This is an optimization exercise on Yosys and OpenROAD, whose aim is a short achievable clock period and few clock cycles per item, not a production implementation. Only simulation tests tie the RTL to the original design; equivalence was not proved. No driver is modelled on the clock port, so clocking that relies on it looks cheaper here than on a real chip. No activity file was given, so power comes from the tool's default toggle rates.

**design/flow/config.mk**
```make
export PLATFORM = sky130hd
export DESIGN_NAME = dnp3_rx
export DESIGN_NICKNAME = dnp3_rx
export VERILOG_FILES = /design/flow/design.v
export SDC_FILE = /design/flow/constraint.sdc
export NUM_CORES = 4
export LEC_CHECK = 0
export ABC_CLOCK_PERIOD_IN_PS = 2000
export CAP_MARGIN = 20
export CORE_MARGIN = 2
export CORE_UTILIZATION = 65
export PLACE_DENSITY = 0.75
export SLEW_MARGIN = 20
export SYNTH_HIERARCHICAL = 1
```
**design/flow/constraint.sdc**
```tcl
create_clock -name core_clock -period 8.0 [get_ports {clk}]
set_input_delay 1.6000 -clock core_clock [delete_from_list [all_inputs] [get_ports {clk}]]
set_output_delay 1.6000 -clock core_clock [all_outputs]
set_load 0.01 [all_outputs]
```
**design/flow/design.v**
```verilog
module dnp3_rx (
    input  wire        clk,
    input  wire        rst,
    input  wire        cmd_valid,
    output reg         cmd_ready,
    input  wire [8:0]  cmd_len,
    input  wire        in_valid,
    output reg         in_ready,
    input  wire [31:0] in_data,
    output reg         res_valid,
    output reg  [3:0]  res_err,
    output reg  [16:0] res_mask,
    output reg  [6:0]  res_sum,
    output reg  [4:0]  res_nblk,
    output reg  [7:0]  res_len,
    output reg  [7:0]  res_ctrl,
    output reg  [15:0] res_dst,
    output reg  [15:0] res_src
);
    localparam [3:0] E_OK       = 4'd0,
                     E_LENGTH   = 4'd1,
                     E_INTEGRITY= 4'd3,
                     E_CLEN     = 4'd4,
                     E_RANGE    = 4'd6,
                     E_BADFNC   = 4'd8,
                     E_ADDRESS  = 4'd9,
                     E_STARTMARK= 4'd10;
    localparam [15:0] RES1 = 16'hD2BD,
                      RES2 = 16'hE3B5,
                      RES3 = 16'h1AA2,
                      RES4 = 16'h66C5;
    function [14:0] beat_class;
        input [8:0] p;
        input       last;
        input [1:0] k;
        input       r1, r2, r3;
        reg         split, endb, chk;
        reg  [3:0]  emask, nmask, dn, pd;
        reg  [1:0]  esel;
        begin
            split = p[2] && !last;
            endb  = p[6] && !last;
            chk   = last || split || endb;
            if (last) begin
                esel = k;
                case (k)
                    2'd1:    emask = 4'b0001;
                    2'd2:    emask = 4'b0011;
                    2'd3:    emask = 4'b0111;
                    default: emask = 4'b1111;
                endcase
            end else if (split) begin
                esel = 2'd2;  emask = 4'b0011;
            end else if (endb) begin
                esel = 2'd0;  emask = 4'b1111;
            end else begin
                esel = 2'd0;  emask = 4'b0000;
            end
            nmask = (last || endb) ? 4'b0000 : split ? 4'b1100 : 4'b1111;
            pd = (p[7] || p[2]) ? 4'b1000 :
                 (p[8] || p[3]) ? 4'b0100 :
                 (p[0] || p[4]) ? 4'b0010 : 4'b0001;
            if (r1)                         dn = 4'b0001;
            else if (r2 && !pd[0])          dn = 4'b0010;
            else if (r3 && (pd[3] | pd[2])) dn = 4'b0100;
            else                            dn = pd;
            beat_class = {chk, emask, esel, nmask, dn};
        end
    endfunction
    reg         in_v1, cmd_v1;
    reg  [31:0] in_d1;
    reg  [8:0]  cmd_len1;
    wire        cmd_x = cmd_valid & cmd_ready;
    always @(posedge clk) begin
        in_d1    <= in_data;
        cmd_len1 <= cmd_len;
        if (rst) begin
            in_v1  <= 1'b0;
            cmd_v1 <= 1'b0;
        end else begin
            in_v1  <= in_valid & in_ready;
            cmd_v1 <= cmd_x;
        end
    end
    localparam integer FW = 1 + 1 + 15 + 2 + 7 + 4 + 8 + 1;
    reg  [FW-1:0] fq [0:1];
    reg         fq_wp, fq_rp;
    reg  [1:0]  fq_cnt;
    reg         zpend;           
    wire [6:0]  c_nb   = cmd_len1[8:2] + {6'd0, |cmd_len1[1:0]};
    wire        c_zero = (cmd_len1 == 9'd0);
    wire        c_b1   = (c_nb == 7'd1);
    wire [6:0]  c_r2   = c_nb - 7'd2;    
    wire [14:0] c_cls0 = beat_class(9'b1, c_b1, cmd_len1[1:0],
                                    c_nb == 7'd2, c_nb == 7'd3, c_nb == 7'd4);
    wire [7:0]  c_ex   = cmd_len1[7:0] - 8'd5;    
    wire        c_range = (cmd_len1 >= 9'd10) && (cmd_len1 <= 9'd292);
    wire [FW-1:0] c_ent = {c_zero, c_b1, c_cls0, cmd_len1[1:0], c_r2,
                           c_nb == 7'd2, c_nb == 7'd3, c_nb == 7'd4,
                           c_nb == 7'd5, c_ex, c_range};
    wire [FW-1:0] h_ent = fq[fq_rp];
    wire        h_z    = h_ent[FW-1];
    wire        h_b1   = h_ent[FW-2];
    wire [14:0] h_cls0 = h_ent[FW-3 -: 15];
    wire [1:0]  h_k    = h_ent[FW-18 -: 2];
    wire [6:0]  h_r2   = h_ent[FW-20 -: 7];
    wire        h_n2   = h_ent[12];
    wire        h_n3   = h_ent[11];
    wire        h_n4   = h_ent[10];
    wire        h_n5   = h_ent[9];
    wire [7:0]  h_ex   = h_ent[8:1];
    wire        h_range = h_ent[0];
    wire        h_ne   = (fq_cnt != 2'd0);
    reg         nf;         
    reg         nsec;       
    reg  [8:0]  np;         
    reg  [6:0]  nrem;       
    reg         nlast;      
    reg         nr1, nr2, nr3, nr4;   
    reg  [14:0] ncls;       
    reg  [1:0]  fk;         
    reg  [4:0]  fblk;       
    reg  [7:0]  fex;        
    reg         frange;     
    wire        bv     = in_v1;
    wire        first  = nf;
    wire [14:0] cls    = first ? h_cls0 : ncls;
    wire        chk    = cls[14];
    wire [3:0]  emask  = cls[13:10];
    wire [1:0]  esel   = cls[9:8];
    wire [3:0]  nmask  = cls[7:4];
    wire [3:0]  dn     = cls[3:0];
    wire        last   = first ? h_b1 : nlast;
    wire [4:0]  blk    = first ? 5'd0 : fblk;
    wire [7:0]  ex     = first ? h_ex : fex;
    wire [8:0]  p_c    = first ? 9'b1 : np;
    wire [1:0]  k_c    = first ? h_k : fk;
    wire        rng    = first ? h_range : frange;
    wire        tile_c = rng && !(p_c[2] && (k_c == 2'd3 || k_c == 2'd0)) &&
                                !(p_c[7] && (k_c == 2'd1 || k_c == 2'd2));
    wire [1:0]  k_f    = first ? h_k : fk;
    wire [8:0]  p_n    = first ? 9'b10 : {np[7:0], np[8]};
    wire [6:0]  rem_n  = first ? h_r2 : nrem - 7'd1;
    wire        last_n = first ? h_n2 : nr1;
    wire        r1_n   = first ? h_n3 : nr2;
    wire        r2_n   = first ? h_n4 : nr3;
    wire        r3_n   = first ? h_n5 : nr4;
    wire [14:0] cls_n  = beat_class(p_n, last_n, k_f, r1_n, r2_n, r3_n);
    wire        retire0 = nf && h_ne && h_z;      
    wire        pop     = (bv && first) || retire0;
    wire        push    = cmd_v1;
    reg         v2, chk2, tok2, tile2, first2, sec2;
    reg  [31:0] d2;
    reg  [3:0]  emask2, nmask2, dn2;
    reg  [1:0]  esel2;
    reg  [4:0]  nblk2, blk2;
    reg  [7:0]  ex2;
    always @(posedge clk) begin
        if (push) fq[fq_wp] <= c_ent;
        d2     <= in_d1;
        emask2 <= emask;
        nmask2 <= nmask;
        dn2    <= dn;
        esel2  <= esel;
        first2 <= bv && first;
        sec2   <= bv && nsec && !first;
        blk2  <= blk;
        nblk2 <= blk + 5'd1;
        ex2   <= ex;
        tile2 <= bv && tile_c;
        if (bv) begin
            np    <= p_n;
            nrem  <= rem_n;
            nlast <= last_n;
            nr1   <= r1_n;
            nr2   <= r2_n;
            nr3   <= r3_n;
            nr4   <= first ? (h_r2 == 7'd4) : (nrem == 7'd5);
            ncls  <= cls_n;
            fk    <= k_f;
            frange <= rng;
            fblk  <= chk ? blk + 5'd1 : blk;
            fex   <= chk ? ex - 8'd2 : ex;
            nsec  <= first && !last;
        end
        if (rst) begin
            fq_wp  <= 1'b0;
            fq_rp  <= 1'b0;
            fq_cnt <= 2'd0;
            zpend  <= 1'b0;
            nf     <= 1'b1;
            v2     <= 1'b0;
            chk2   <= 1'b0;
            tok2   <= 1'b0;
            cmd_ready <= 1'b1;
            in_ready  <= 1'b0;
        end else begin
            in_ready <= 1'b1;
            if (push) fq_wp <= !fq_wp;
            if (pop)  fq_rp <= !fq_rp;
            fq_cnt <= fq_cnt + {1'b0, push} - {1'b0, pop};
            zpend  <= (push && c_zero) || (zpend && !retire0);
            cmd_ready <= !cmd_x && !(push && c_zero) && !(zpend && !retire0) &&
                         ({1'b0, fq_cnt} + {2'd0, push} < 3'd2);
            if (bv) nf <= last;
            v2   <= bv;
            chk2 <= bv && chk;
            tok2 <= (bv && last) || retire0;
        end
    end
    wire [15:0] lt_w [0:3][0:4];
    genvar gl, gd;
    generate
        for (gl = 0; gl < 4; gl = gl + 1) begin : g_lane
            for (gd = 0; gd < 5; gd = gd + 1) begin : g_dist
                dnp3_rx_lane #(.LN(gl), .D(gd)) u_map (
                    .b(d2[8*gl +: 8]), .y(lt_w[gl][gd]));
            end
        end
    endgenerate
    reg  [15:0] nl_w [0:3];
    reg  [15:0] el_w [0:3];
    integer li;
    always @(*) begin
        for (li = 0; li < 4; li = li + 1) begin
            el_w[li] = {16{emask2[li]}} & lt_w[li][0];
            nl_w[li] = ({16{nmask2[li] & dn2[0]}} & lt_w[li][1]) |
                       ({16{nmask2[li] & dn2[1]}} & lt_w[li][2]) |
                       ({16{nmask2[li] & dn2[2]}} & lt_w[li][3]) |
                       ({16{nmask2[li] & dn2[3]}} & lt_w[li][4]);
        end
    end
    reg         v3, chk3, tok3, tile3;
    reg  [15:0] nl3 [0:3];
    reg  [15:0] el3 [0:3];
    reg  [1:0]  esel3;
    reg  [4:0]  nblk3, blk3;
    reg  [7:0]  ex3;
    reg         hstart;
    reg  [7:0]  hlen, hctrl;
    reg  [15:0] hdst, hsrc;
    always @(posedge clk) begin
        for (li = 0; li < 4; li = li + 1) begin
            nl3[li] <= nl_w[li];
            el3[li] <= el_w[li];
        end
        esel3 <= esel2;
        blk3  <= blk2;
        nblk3 <= nblk2;
        ex3   <= ex2;
        tile3 <= tile2;
        if (first2) begin
            hstart <= (d2[15:0] == 16'h6405);
            hlen   <= d2[23:16];
            hctrl  <= d2[31:24];
        end
        if (sec2) begin
            hdst <= d2[15:0];
            hsrc <= d2[31:16];
        end
        if (rst) begin
            v3   <= 1'b0;
            chk3 <= 1'b0;
            tok3 <= 1'b0;
        end else begin
            v3   <= v2;
            chk3 <= chk2;
            tok3 <= tok2;
        end
    end
    reg         hf_len, hf_fnc, hf_fcv, hf_res, hf_srcff, hf_eq, hf_start;
    wire        prm      = hctrl[6];
    wire [3:0]  fnc      = hctrl[3:0];
    always @(posedge clk) begin
        hf_len   <= (hlen < 8'd5);
        hf_fnc   <= !(prm ? (fnc == 4'd0 || fnc == 4'd1 || fnc == 4'd2 ||
                             fnc == 4'd3 || fnc == 4'd4 || fnc == 4'd9)
                          : (fnc == 4'd0 || fnc == 4'd1 || fnc == 4'd11));
        hf_fcv   <= prm && (hctrl[4] != ((fnc == 4'd2) || (fnc == 4'd3)));
        hf_res   <= !prm && hctrl[5];
        hf_srcff <= (hsrc == 16'hFFFF);
        hf_eq    <= (hdst == hsrc);
        hf_start <= hstart;
    end
    reg  [15:0] acc;
    reg  [15:0] x4;
    reg         chk4, tok4, tile4, start_ok4, lenfail4, hbad4;
    reg  [4:0]  blk4;
    reg  [2:0]  hidx4;
    reg  [3:0]  errnc4;
    reg  [7:0]  hlen4, hctrl4;
    reg  [15:0] hdst4, hsrc4;
    reg  [4:0]  nblk4;
    wire [15:0] nsum = nl3[0] ^ nl3[1] ^ nl3[2] ^ nl3[3];
    wire [15:0] eres = (esel3 == 2'd1) ? RES1 : (esel3 == 2'd2) ? RES2 :
                       (esel3 == 2'd3) ? RES3 : RES4;
    wire [15:0] esum = el3[0] ^ el3[1] ^ el3[2] ^ el3[3] ^ eres;
    reg  [2:0]  hidx;
    reg  [3:0]  herr;
    always @(*) begin
        hidx = 3'd0;
        herr = E_OK;
        if (hf_len) begin
            hidx = 3'd1; herr = E_RANGE;
        end else if (hf_fnc) begin
            hidx = 3'd2; herr = E_BADFNC;
        end else if (hf_fcv) begin
            hidx = 3'd3; herr = E_RANGE;
        end else if (hf_res) begin
            hidx = 3'd4; herr = E_RANGE;
        end else if (hf_srcff) begin
            hidx = 3'd5; herr = E_ADDRESS;
        end else if (hf_eq) begin
            hidx = 3'd6; herr = E_ADDRESS;
        end
    end
    always @(posedge clk) begin
        if (v3)
            acc <= (chk3 ? 16'd0 : acc) ^ nsum;
        x4        <= acc ^ esum;
        blk4      <= blk3;
        nblk4     <= nblk3;
        tile4     <= tile3;
        start_ok4 <= hf_start;
        lenfail4  <= (hlen != ex3);
        hidx4     <= hidx;
        hbad4     <= (hidx != 3'd0);
        errnc4    <= !tile3 ? E_LENGTH : !hf_start ? E_STARTMARK :
                     (hidx != 3'd0) ? herr : (hlen != ex3) ? E_CLEN : E_OK;
        hlen4     <= hlen;
        hctrl4    <= hctrl;
        hdst4     <= hdst;
        hsrc4     <= hsrc;
        if (rst) begin
            acc  <= 16'd0;
            chk4 <= 1'b0;
            tok4 <= 1'b0;
        end else begin
            chk4 <= chk3;
            tok4 <= tok3;
        end
    end
    reg  [16:0] macc;       
    reg         macc_any;
    wire        fail4   = chk4 && (x4 != 16'd0);
    wire [16:0] bit4    = 17'd1 << blk4;
    wire [16:0] maskf   = macc | (bit4 & {17{fail4}});
    wire        crcfail = macc_any || fail4;
    always @(posedge clk) begin
        if (rst) begin
            macc      <= 17'd0;
            macc_any  <= 1'b0;
            res_valid <= 1'b0;
        end else begin
            macc      <= tok4 ? 17'd0 : maskf;
            macc_any  <= !tok4 && crcfail;
            res_valid <= tok4;
        end
        res_err  <= (tile4 && start_ok4 && crcfail) ? E_INTEGRITY : errnc4;
        res_mask <= tile4 ? maskf : 17'd0;
        res_sum  <= (tile4 && start_ok4) ?
                    {hidx4, 1'b0, lenfail4, hbad4, crcfail} : 7'd0;
        res_nblk <= tile4 ? nblk4 : 5'd0;
        res_len  <= tile4 ? hlen4 : 8'd0;
        res_ctrl <= tile4 ? hctrl4 : 8'd0;
        res_dst  <= tile4 ? hdst4 : 16'd0;
        res_src  <= tile4 ? hsrc4 : 16'd0;
    end
endmodule
module dnp3_rx_lane #(
    parameter integer LN = 0,
    parameter integer D  = 0
) (
    input  wire [7:0]  b,
    output wire [15:0] y
);
    function [15:0] crcb;
        input [15:0] s;
        input [7:0]  v;
        integer j;
        reg [15:0] c;
        begin
            c = s ^ {8'd0, v};
            for (j = 0; j < 8; j = j + 1)
                c = c[0] ? ((c >> 1) ^ 16'hA6BC) : (c >> 1);
            crcb = c;
        end
    endfunction
    function [15:0] lane_term;
        input [7:0] v;
        integer i;
        reg [15:0] c;
        begin
            c = 16'd0;
            for (i = 0; i < 4; i = i + 1)
                c = crcb(c, (i == LN) ? v : 8'd0);
            for (i = 0; i < 4 * D; i = i + 1)
                c = crcb(c, 8'd0);
            lane_term = c;
        end
    endfunction
    assign y = lane_term(b);
endmodule
```
**design/flow/flow/run.sh**
```bash
#!/bin/bash
set -euo pipefail
export SETUP_SLACK_MARGIN=5.6
export POST_CTS_TCL="$PWD/flow/clock_top.tcl"
bash standard.sh > standard.log 2>&1
```
**design/flow/flow/clock_top.tcl**
```tcl
# Rebuild the top of the clock tree that CTS made. CTS gives a root buffer,
# one H-tree level of buffers and the leaf buffers that drive the flip-flops.
# Here the root and H-tree buffers are replaced by NROOT buffers placed next
# to the clock port, each driving the leaf buffers of one part of the die, so
# every flip-flop's clock passes two buffers instead of three. The leaf
# buffers and their flip-flop clusters are kept as CTS made them.
proc rebuild_clock_top {nroot} {
  set db [ord::get_db]
  set block [ord::get_db_block]
  set clknet [$block findNet clk]
  set master [$db findMaster sky130_fd_sc_hd__clkbuf_16]

  # walk the buffer tree from the clock port: a buffer that drives a
  # flip-flop is a leaf; one that drives buffers is above the leaves; cells
  # whose output drives nothing are CTS's dummy loads
  set tree {}
  set leaves {}
  set front [list $clknet]
  while {[llength $front]} {
    set next {}
    foreach net $front {
      foreach it [$net getITerms] {
        if {[$it isOutputSignal]} continue
        set inst [$it getInst]
        set on "NULL"
        foreach ot [$inst getITerms] {
          if {[$ot isOutputSignal] && [$ot getNet] ne "NULL"} { set on [$ot getNet] }
        }
        if {$on eq "NULL"} { lappend tree $inst; continue }
        if {![string match "sky130_fd_sc_hd__clkbuf_*" [[$inst getMaster] getName]]} {
          error "clock top: unexpected cell [$inst getName] in the clock tree"
        }
        set nff 0
        foreach lt [$on getITerms] {
          if {[$lt getInst] == $inst} continue
          if {[string match "*__*df*" [[[$lt getInst] getMaster] getName]]} { incr nff }
        }
        if {$nff > 0} {
          lappend leaves $inst
        } else {
          lappend tree $inst
          lappend next $on
        }
      }
    }
    set front $next
  }
  puts "clock top: [llength $tree] root/H-tree/dummy buffers, [llength $leaves] leaf buffers"

  # leaf buffers' inputs are left unconnected for now
  foreach leaf $leaves { [$leaf findITerm A] disconnect }
  foreach inst $tree {
    set nets {}
    foreach it [$inst getITerms] {
      if {[$it getNet] ne "NULL" && [$it isOutputSignal]} { lappend nets [$it getNet] }
      $it disconnect
    }
    odb::dbInst_destroy $inst
    foreach on $nets {
      if {[llength [$on getITerms]] == 0 && [llength [$on getBTerms]] == 0} { odb::dbNet_destroy $on }
    }
  }

  # clock port position, pulled inside the core
  set bt [$block findBTerm clk]
  set bb [$bt getBBox]
  set px [expr {([$bb xMin] + [$bb xMax]) / 2}]
  set py [expr {([$bb yMin] + [$bb yMax]) / 2}]
  set core [$block getCoreArea]
  set px [expr {max([$core xMin], min([$core xMax] - 20000, $px))}]
  set py [expr {max([$core yMin], min([$core yMax] - 5440, $py))}]

  # split the leaves into nroot groups by angle around the die centre
  set die [$block getDieArea]
  set cx [expr {([$die xMin] + [$die xMax]) / 2.0}]
  set cy [expr {([$die yMin] + [$die yMax]) / 2.0}]
  set keyed {}
  foreach leaf $leaves {
    set b [$leaf getBBox]
    set x [expr {([$b xMin] + [$b xMax]) / 2.0}]
    set y [expr {([$b yMin] + [$b yMax]) / 2.0}]
    lappend keyed [list [expr {atan2($y - $cy, $x - $cx)}] $leaf]
  }
  set keyed [lsort -real -index 0 $keyed]
  set n [llength $keyed]
  for {set r 0} {$r < $nroot} {incr r} {
    set inst [odb::dbInst_create $block $master "clkbuf_root_${r}_clk"]
    $inst setLocation $px $py
    $inst setPlacementStatus PLACED
    [$inst findITerm A] connect $clknet
    set net [odb::dbNet_create $block "clknet_root_${r}_clk"]
    $net setSigType CLOCK
    [$inst findITerm X] connect $net
    set lo [expr {($n * $r) / $nroot}]
    set hi [expr {($n * ($r + 1)) / $nroot}]
    for {set i $lo} {$i < $hi} {incr i} {
      [[lindex $keyed $i 1] findITerm A] connect $net
    }
    puts "clock top: [$inst getName] drives [expr {$hi - $lo}] leaf buffers"
  }
  global_connect
}

# Run as ORFS's POST_CTS_TCL hook, after CTS and its timing repair.
rebuild_clock_top 4
detailed_placement
check_placement -verbose
estimate_parasitics -placement
report_clock_latency
```
**design/flow/flow/clock_top.tcl.proc**
```
# Rebuild the top of the clock tree that CTS made. CTS gives a root buffer,
# one H-tree level of buffers and the leaf buffers that drive the flip-flops.
# Here the root and H-tree buffers are replaced by NROOT buffers placed next
# to the clock port, each driving the leaf buffers of one part of the die, so
# every flip-flop's clock passes two buffers instead of three. The leaf
# buffers and their flip-flop clusters are kept as CTS made them.
proc rebuild_clock_top {nroot} {
  set db [ord::get_db]
  set block [ord::get_db_block]
  set clknet [$block findNet clk]
  set master [$db findMaster sky130_fd_sc_hd__clkbuf_16]

  # walk the buffer tree from the clock port: a buffer that drives a
  # flip-flop is a leaf; one that drives buffers is above the leaves; cells
  # whose output drives nothing are CTS's dummy loads
  set tree {}
  set leaves {}
  set front [list $clknet]
  while {[llength $front]} {
    set next {}
    foreach net $front {
      foreach it [$net getITerms] {
        if {[$it isOutputSignal]} continue
        set inst [$it getInst]
        set on "NULL"
        foreach ot [$inst getITerms] {
          if {[$ot isOutputSignal] && [$ot getNet] ne "NULL"} { set on [$ot getNet] }
        }
        if {$on eq "NULL"} { lappend tree $inst; continue }
        if {![string match "sky130_fd_sc_hd__clkbuf_*" [[$inst getMaster] getName]]} {
          error "clock top: unexpected cell [$inst getName] in the clock tree"
        }
        set nff 0
        foreach lt [$on getITerms] {
          if {[$lt getInst] == $inst} continue
          if {[string match "*__*df*" [[[$lt getInst] getMaster] getName]]} { incr nff }
        }
        if {$nff > 0} {
          lappend leaves $inst
        } else {
          lappend tree $inst
          lappend next $on
        }
      }
    }
    set front $next
  }
  puts "clock top: [llength $tree] root/H-tree/dummy buffers, [llength $leaves] leaf buffers"

  # leaf buffers' inputs are left unconnected for now
  foreach leaf $leaves { [$leaf findITerm A] disconnect }
  foreach inst $tree {
    set nets {}
    foreach it [$inst getITerms] {
      if {[$it getNet] ne "NULL" && [$it isOutputSignal]} { lappend nets [$it getNet] }
      $it disconnect
    }
    odb::dbInst_destroy $inst
    foreach on $nets {
      if {[llength [$on getITerms]] == 0 && [llength [$on getBTerms]] == 0} { odb::dbNet_destroy $on }
    }
  }

  # clock port position, pulled inside the core
  set bt [$block findBTerm clk]
  set bb [$bt getBBox]
  set px [expr {([$bb xMin] + [$bb xMax]) / 2}]
  set py [expr {([$bb yMin] + [$bb yMax]) / 2}]
  set core [$block getCoreArea]
  set px [expr {max([$core xMin], min([$core xMax] - 20000, $px))}]
  set py [expr {max([$core yMin], min([$core yMax] - 5440, $py))}]

  # split the leaves into nroot groups by angle around the die centre
  set die [$block getDieArea]
  set cx [expr {([$die xMin] + [$die xMax]) / 2.0}]
  set cy [expr {([$die yMin] + [$die yMax]) / 2.0}]
  set keyed {}
  foreach leaf $leaves {
    set b [$leaf getBBox]
    set x [expr {([$b xMin] + [$b xMax]) / 2.0}]
    set y [expr {([$b yMin] + [$b yMax]) / 2.0}]
    lappend keyed [list [expr {atan2($y - $cy, $x - $cx)}] $leaf]
  }
  set keyed [lsort -real -index 0 $keyed]
  set n [llength $keyed]
  for {set r 0} {$r < $nroot} {incr r} {
    set inst [odb::dbInst_create $block $master "clkbuf_root_${r}_clk"]
    $inst setLocation $px $py
    $inst setPlacementStatus PLACED
    [$inst findITerm A] connect $clknet
    set net [odb::dbNet_create $block "clknet_root_${r}_clk"]
    $net setSigType CLOCK
    [$inst findITerm X] connect $net
    set lo [expr {($n * $r) / $nroot}]
    set hi [expr {($n * ($r + 1)) / $nroot}]
    for {set i $lo} {$i < $hi} {incr i} {
      [[lindex $keyed $i 1] findITerm A] connect $net
    }
    puts "clock top: [$inst getName] drives [expr {$hi - $lo}] leaf buffers"
  }
  global_connect
}

```
**design/flow/standard.sh**
```bash
#!/bin/bash
# synth_recipe.tcl (not shown) runs the flow's synth.tcl, then flattens the netlist and writes it again
# the make line also repeats each setting of config.mk as NAME=value (left out here)
make -C /OpenROAD-flow-scripts/flow DESIGN_CONFIG=/design/flow/config.mk WORK_HOME=/design/flow/orfs CLKGATE_MAP_FILE= SYNTH_SCRIPT=/design/flow/synth_recipe.tcl "${@:-finish}"
```
==> results of run 1 <==
==> kinds of logic (layout without fill, tap and decap cells) <==
kind of cell / after synthesis / after routing / share of synthesized area, %
flops: 641 / 641 / 52.2
other cells: 4 / 15 / 0.0543
simple gates: 476 / 476 / 9.07
xor+xnor: 652 / 652 / 26.1
fa+ha+maj: 19 / 19 / 0.859
mux: 41 / 41 / 1.62
buf+inv: 208 / 332 / 3.66
compound gates: 252 / 252 / 6.41
==> per-layer routing <==
metal | GRT usage [%] | wire (µm)
met5 | 0 | 0
met4 | 5.82 | 1430
met3 | 2.55 | 2970
met2 | 41.6 | 27000
met1 | 35.3 | 25200
==> layout by cell type (no fill, tap or decap), drive strengths merged, types with 33 or more instances in the layout <==
cell type	netlist	final
xnor3	67	67
a22oi	129	129
and2	135	135
xor2	165	165
nor2	85	85
buf	75	136
o21ai	42	42
mux2i	33	33
nand2	113	113
clkbuf	91	82
edfxtp	160	160
clkdlybuf4s50	0	43
dfxtp	481	481
xnor2	401	401
inv	42	45
==> how the worst max path moves through the flow <==
| stage | end | cells past startpoint | slack, ns | from |
|---|---|---|---|---|
| 3_5_place_dp | macc[6]$_SDFF_PP0_ | 5 | 4.56 | rst |
| 5_1_grt | res_mask[8] | 1 | 5.49 | res_mask[8]$_SDFF_PN0_ |
| 3_3_place_gp | macc[6]$_SDFF_PP0_ | 5 | 4.64 | rst |
| 2_1_floorplan | macc[4]$_SDFF_PP0_ | 4 | 5.60 | rst |
| 6_report | res_mask[8] | 1 | 5.53 | res_mask[8]$_SDFF_PN0_ |
==> power by group through the flow <==
stage / Combinational [mW] / Clock (mW) / Sequential, mW
6_report: 2.02 / 2.93 / 3.99
5_1_grt: 2.19 / 3.10 / 4.02
3_5_place_dp: 1.97 / 0 / 4.07
3_3_place_gp: 1.94 / 0 / 4.05
2_1_floorplan: 1.59 / 0 / 3.98
==> stage by stage <==
step,power (mW),utilization [%],cells,setup WS [ns],hold WS (ns)
detailed placement,6.04,69.5,2843,4.56,0.312
global placement,5.99,69.5,2843,4.64,0.310
floorplan,5.57,-,2303,5.60,0.310
finish,8.93,74.6,2967,5.53,0.321
global route,9.31,74.6,2966,5.49,0.318
==> final cells by class, clock buffers not listed <==
type                       instances  area (µm²)
antenna                            1        2.50
buffer                             4         100
clock inverter                    28         355
fill                            2773       10600
inverter                          42         158
multi-input combinational       1454       12400
sequential                       641       14500
tap                              539         674
timing repair buffer             181        1500
==> sequential cells by signal (all words and copies together) (netlist names), 13 cells and up, named ones only <==
| signal | cells |
|---|---|
| acc | 16 |
| hsrc | 16 |
| hsrc4 | 16 |
| nl3 | 64 |
| in_d1 | 32 |
| res_mask | 17 |
| x4 | 16 |
| d2 | 32 |
| el3 | 64 |
| ncls | 13 |
| res_src | 16 |
| res_dst | 16 |
| macc | 17 |
| hdst | 16 |
| fq | 60 |
| hdst4 | 16 |
==> metrics.md, run 1 <==
| Metric | Value |
|---|---|
| Status | no timing/DRC/antenna violations |
| Library cells used by synthesis | between 70 and 80 |
| Leakage | 12.6 nW |
| Reg2reg start | cmd_len1[0]$_DFF_P_ |
| Synth top area cells | dfxtp_1 35%, edfxtp_1 17%, xnor2_1 12% |
| Share of post-route cells with drive strength above 1 | approximately 15% |
| I/O Buffers | around 130 |
| Pwr Density | 285 nW/µm² |
| Num Clock Sinks | roughly 640 |
| Seq cells post-synth | 641 |
| Slowest stage delay, CP | ~0.31 ns |
| Number of top-level pins | ~130 |
| Delay-heaviest family, CP | flip-flops |
| DRT Pass-1 Iters | 6 |
| Row cnt | 75 |
| Grt ovf | 0 |
| Initial antenna violation count | 0 |
| Maxcap violations | 0 |
| Post-route cell area | 31300 µm² |
| Period utilisation layout | 30.9% |
| Maximum VDD drop | around 0.84 mV |
| Syn_area_per_cell | 12.1 µm² |
| Final Critical Period | between 2 and 2.5 ns |
| Vias/cell | roughly 5.4 |
| Die Ht | ~210 µm |
| Worst R2R Setup Slack | about 5.7 ns |
| CP max FO | 1 |
| Placer Congestion | approximately 0.85 |
| CTS tree | built |
| Core area | approximately 42000 µm² |
| Ys Warns | 35 |
| Setup TNS | 0 ns |
| Area leader, netlist | dfxtp_1 |
| Total routed wirelength | about 57000 µm |
| WHS Endpoint | d2[3]$_DFF_P_ |
| Hold Path Depth | 0 |
| R2R depth | 10 |
| Slew HR | 39.0% |
| Number of synthesized flops with an enable pin | 160 |
| Clock network power share | roughly 33% |
| Slowest-stage cell, CP | dfxtp_1 |
| Avg WL per Cell | roughly 19 µm |
| Total GRT Usage | 24.9% |
| Final Max Tran Viols | 0 |
| Vias in the first global route | ~16000 |
| Post-synth ARST share | 0% |
| Largest net degree at the start of global routing | 80 |
| Top FF cell, synth | dfxtp_1 |
| Worst Hold Launch | in_d1[3]$_DFF_P_ |
| Internal | 6.49 mW |
| DR vias | between 15000 and 20000 |
| DRT antenna net count | 0 |
| RR Endpoint | fq[0][23]$_DFFE_PP_ |
| Most frequent cell after synthesis | dfxtp_1 |
| Crit path kind | reg2out |
| Initial DRC count | 1408 |
| Yosys top cell area share | roughly a third |
| Seq/Total Area, Yosys | a little over half |
| Final Hold Fails | 0 |
| Clk Latency, worst-skew pair | around 0.44 ns |
| Placed cell area | around 29000 µm² |
| Fin nets | approximately 2400 |
| Unrepaired setup endpoints after global routing | yes |
| Critical path arrival | about 0.87 ns |
| Clock-pin slew on the worst setup and hold paths | 0.07 ns |
| CP required | 6.40 ns |
| Worst-Margin Slew | about 0.91 ns |
| Initial Util | between 60% and 70% |
| Cell chain of the critical path | buf_2 |
| Setup-failing EPs final | 0 |
| Sw frac | a little over a quarter |
| Worst hold path class | reg2reg |
| Die outline width | 210 µm |
| Layout area overhead | 13.2% |
| Worst path bufs/invs | 1 |
| Die area | roughly 44000 µm² |
| Peak Freq | between 0.4 and 0.5 GHz |
| Worst setup SP type | flop |
| Global-route wire length before repair | 86900 µm |
| Clock Skew | ~0.029 ns |
| Post-DP HPWL | between 30000 and 40000 µm |
| DRC viols | 0 |
| Area of the mapped netlist | between 20000 and 30000 µm² |
| Sequential share of power | around 45% |
| Combinational power share | 22.6% |
| Crit. End Element | output pin |
| Top cells by count, synth | 481 x dfxtp_1, 385 x xnor2_1, 160 x edfxtp_1, 150 x xor2_1, 135 x and2_1 |
| Switching power | between 2 and 2.5 mW |
| Mapped Cells | approximately 2300 |
Testbench counts, summed over its fixed seeds: cycles 12,403, frames 320.
==> inputs of run 2 (changes only) <==
--- a/design/flow/config.mk
+++ b/design/flow/config.mk
@@ -11,2 +11,4 @@
 export CORE_UTILIZATION = 65
+export CTS_CLUSTER_DIAMETER = 70
+export CTS_CLUSTER_SIZE = 40
 export PLACE_DENSITY = 0.75
==> metrics.md, run 2 <==
| Metric | Value |
|---|---|
| Status | no timing/DRC/antenna violations (unchanged) |
| Area leader, netlist | dfxtp_1 (unchanged) |
| Clk Latency, worst-skew pair | 0.43 ns (was 0.44 ns) |
| CP max FO | 1 (unchanged) |
| Global-route wire length before repair | 85000 µm (was 86900 µm) |
| Seq/Total Area, Yosys | 52.2% (unchanged) |
| Worst setup SP type | flop (unchanged) |
| Post-Place Cells | 2843 (unchanged) |
| Largest net degree at the start of global routing | 80 (unchanged) |
| DRC viols | 0 (unchanged) |
| Worst path bufs/invs | 1 (unchanged) |
| Die Ht | 210 µm (unchanged) |
| Crit path kind | reg2out (unchanged) |
| Most frequent cell after synthesis | dfxtp_1 (unchanged) |
| Pwr Density | 263 nW/µm² (was 285 nW/µm²) |
| Post-synth ARST share | 0% (unchanged) |
| Slew HR | 38.1% (was 39.0%) |
| Clock-pin slew on the worst setup and hold paths | 0.11 ns (was 0.07 ns) |
| I/O Buffers | 127 (unchanged) |
| Worst hold path class | reg2reg (unchanged) |
| Ys Warns | 35 (unchanged) |
| RR Endpoint | fq[1][23]$_DFFE_PP_ (was fq[0][23]$_DFFE_PP_) |
| CP required | 6.40 ns (about the same) |
| Total GRT Usage | 24.4% (was 24.9%) |
| DRT Pass-1 Iters | 7 (was 6) |
| Final Critical Period | 2.49 ns (was 2.47 ns) |
| Num Clock Sinks | 641 (unchanged) |
| Number of synthesized flops with an enable pin | 160 (unchanged) |
| Area of the mapped netlist | 27700 µm² (unchanged) |
| Worst-Margin Slew | 0.927 ns (was 0.914 ns) |
| Post-DP HPWL | 36800 µm (unchanged) |
| Final core utilization | 72.4% (was 74.6%) |
| Grt ovf | 0 (unchanged) |
| CTS tree | built (unchanged) |
| Vias in the first global route | 15200 (was 15656) |
| Fill count | 2898 (was 2773) |
| Core area | 41900 µm² (unchanged) |
| Share of post-route cells with drive strength above 1 | 13.6% (was 15.2%) |
| Initial antenna violation count | 1 (was 0) |
| Delay-heaviest family, CP | flip-flops (unchanged) |
| Clock Skew | 0.0617 ns (was 0.0294 ns) |
| Die area | 44200 µm² (unchanged) |
| Yosys top cell area share | 34.8% (unchanged) |
| Library cells used by synthesis | 75 (unchanged) |
| Crit. End Element | output pin (unchanged) |
| Leakage | 12.1 nW (was 12.6 nW) |
| Setup-failing EPs final | 0 (unchanged) |
| Most common cell after layout, fill and taps aside | dfxtp_1 (unchanged) |
| Top FF cell, synth | dfxtp_1 (unchanged) |
| DR vias | 15927 (was 16124) |
| Final Max Tran Viols | 0 (unchanged) |
| Post-Layout Cell Count | 2915 (was 2967) |
| Number of top-level pins | 129 (unchanged) |
| Vias/cell | 5.46 (was 5.43) |
| Row cnt | 75 (unchanged) |
| Syn_area_per_cell | 12.1 µm² (unchanged) |
| WHS Endpoint | d2[15]$_DFF_P_ (was d2[3]$_DFF_P_) |
| Commonest cells after routing, fill and taps aside | 446 x dfxtp_1, 383 x xnor2_1, 160 x edfxtp_1 (was 445 x dfxtp_1, 383 x xnor2_1, 160 x edfxtp_1) |
| DRT antenna net count | 0 (unchanged) |
| Fin nets | 2419 (was 2447) |
| Avg WL per Cell | 18.9 µm (was 19.1 µm) |
| Maxcap violations | 0 (unchanged) |
| Final Hold Fails | 0 (unchanged) |
| Worst Hold Launch | in_d1[15]$_DFF_P_ (was in_d1[3]$_DFF_P_) |
| Peak Freq | 0.402 GHz (was 0.404 GHz) |
| Initial Util | 65.9% (unchanged) |
| Worst R2R Setup Slack | 5.70 ns (was 5.68 ns) |
| Layout area overhead | 9.81% (was 13.2%) |
| Die outline width | 210 µm (unchanged) |
| Placer Congestion | 0.847 (unchanged) |
| Largest regs | el3 x64, nl3 x64, fq x60 (unchanged) |
| Top cells by count, synth | 481 x dfxtp_1, 385 x xnor2_1, 160 x edfxtp_1, 150 x xor2_1, 135 x and2_1 (unchanged) |
| R2R depth | 10 (unchanged) |
| Unrepaired setup endpoints after global routing | yes (unchanged) |
| Reg2reg start | cmd_len1[0]$_DFF_P_ (unchanged) |
| Slowest-stage cell, CP | dfxtp_1 (unchanged) |
| Total routed wirelength | 55100 µm (was 56500 µm) |
| Setup TNS | 0 ns (unchanged) |
| Seq cells post-synth | 641 (unchanged) |
| Hold Path Depth | 0 (unchanged) |
| Synth top area cells | dfxtp_1 35%, edfxtp_1 17%, xnor2_1 12% (unchanged) |
| Cell chain of the critical path | buf_2 (unchanged) |
| Slowest stage delay, CP | 0.33 ns (was 0.31 ns) |
| CP startpoint | res_mask[8]$_SDFF_PN0_ (unchanged) |
| Maximum VDD drop | 0.643 mV (was 0.842 mV) |
| Mapped Cells | 2293 (unchanged) |
| Initial DRC count | 1258 (was 1408) |
| Number of diodes | 0 (was 1) |
| Period utilisation layout | 31.1% (was 30.9%) |
| Critical path arrival | 0.89 ns (was 0.87 ns) |
## run 2: cell count changes in the layout (fill, tap and decap cells not counted), sizes merged
| cell | previous run | this run |
|---|---|---|
| clkbuf | 82 | 42 |
| clkinv | 15 | 6 |
| bufinv | 8 | 1 |
| inv | 45 | 52 |
| buf | 136 | 135 |
| bufbuf | 0 | 1 |
| clkinvlp | 2 | 1 |
| diode | 1 | 0 |
| dlymetal6s2s | 1 | 0 |
## run 2: report_power, final
group / total (mW) / switching (mW) / internal (mW)
Combinational: 2.01 / 1.01 / 1.00
Clock: 1.99 / 1.09 / 0.899
Sequential: 3.98 / 0.240 / 3.74
Total: 7.98 / 2.34 / 5.64
## run 2: worst max-delay path by stage
stage / to / slack, ns / cells after the start
after floorplan: macc[4]$_SDFF_PP0_ / 5.60 / 4
after global placement: macc[6]$_SDFF_PP0_ / 4.64 / 5
after detailed placement: macc[6]$_SDFF_PP0_ / 4.56 / 5
after global routing: res_mask[8] / 5.48 / 1
final: res_mask[8] / 5.51 / 1
## run 2: logic make-up after synthesis
family,synth area share (%)
other,0.0543
XOR/XNOR,26.1
AO/OA/AOI/OAI,6.41
AND/OR/NAND/NOR,9.07
flip-flops,52.2
multiplexers,1.62
adder cells (fa/ha/maj),0.859
buffers and inverters,3.66
## run 2: area by class of cell, clock buffers not listed
class                   count  area (µm²)  area share [%]
multi-input cells        1454       12400            40.9
flip-flops and latches    641       14500            47.7
plain buffers               4         100           0.330
repair buffers            180        1490            4.89
clock inverters            18         226           0.746
well taps                 539         674            2.22
inverters                  42         158           0.519
## run 2: per-stage QoR
| step | total power [mW] | hold WS (ns) | setup slack [ns] | area [µm²] |
|---|---|---|---|---|
| 2_1_floorplan | 5.57 | 0.310 | 5.60 | 27800 |
| 3_3_place_gp | 5.99 | 0.310 | 4.64 | 29200 |
| 3_5_place_dp | 6.04 | 0.312 | 4.56 | 29200 |
| 5_1_grt | 8.34 | 0.337 | 5.48 | 30400 |
| 6_report | 7.98 | 0.330 | 5.51 | 30400 |
## run 2: per-layer routing
layer	share of wire, %	vias up	global-route usage (%)
li1	-	7726	-
met2	47	425	40.0
met3	5.2	77	2.53
met1	45	7699	35.0
met4	2.8	0	6.26
met5	0	-	0

-- separate check: timing with driven ports --
No port has a modelled driver above. Below, the same layouts with a new extraction and two added sets of constraints. Step 1: set_driving_cell puts a clkbuf_16 on clk and a buf_2 on each other input, an assumption about the parent block. Step 2 adds t to the input delays and takes it off the output delays; t is the mean of the earliest and latest rising clock arrival at the registers after step 1. Input paths then give back, and output paths get back, about the clock's delay inside the block. Slacks: no drivers / after step 1 / after step 2; pairs: no drivers / after step 1.
run | t (ns) | setup WS [ns] | hold WS [ns] | worst setup path at the end | worst slew at a driven data input, ns
run 1 | 0.479 | 5.525 / 5.472 / 5.194 | 0.321 / 0.321 / 0.321 | input to register | 0.04
run 2 | 0.448 | 5.515 / 5.462 / 5.341 | 0.330 / 0.330 / 0.330 | input to register | 0.04
After both steps every run listed still meets setup and hold. For run 1, which loses most, drivers alone change the setup slack by -0.053 ns; drivers and shift together by -0.331 ns.
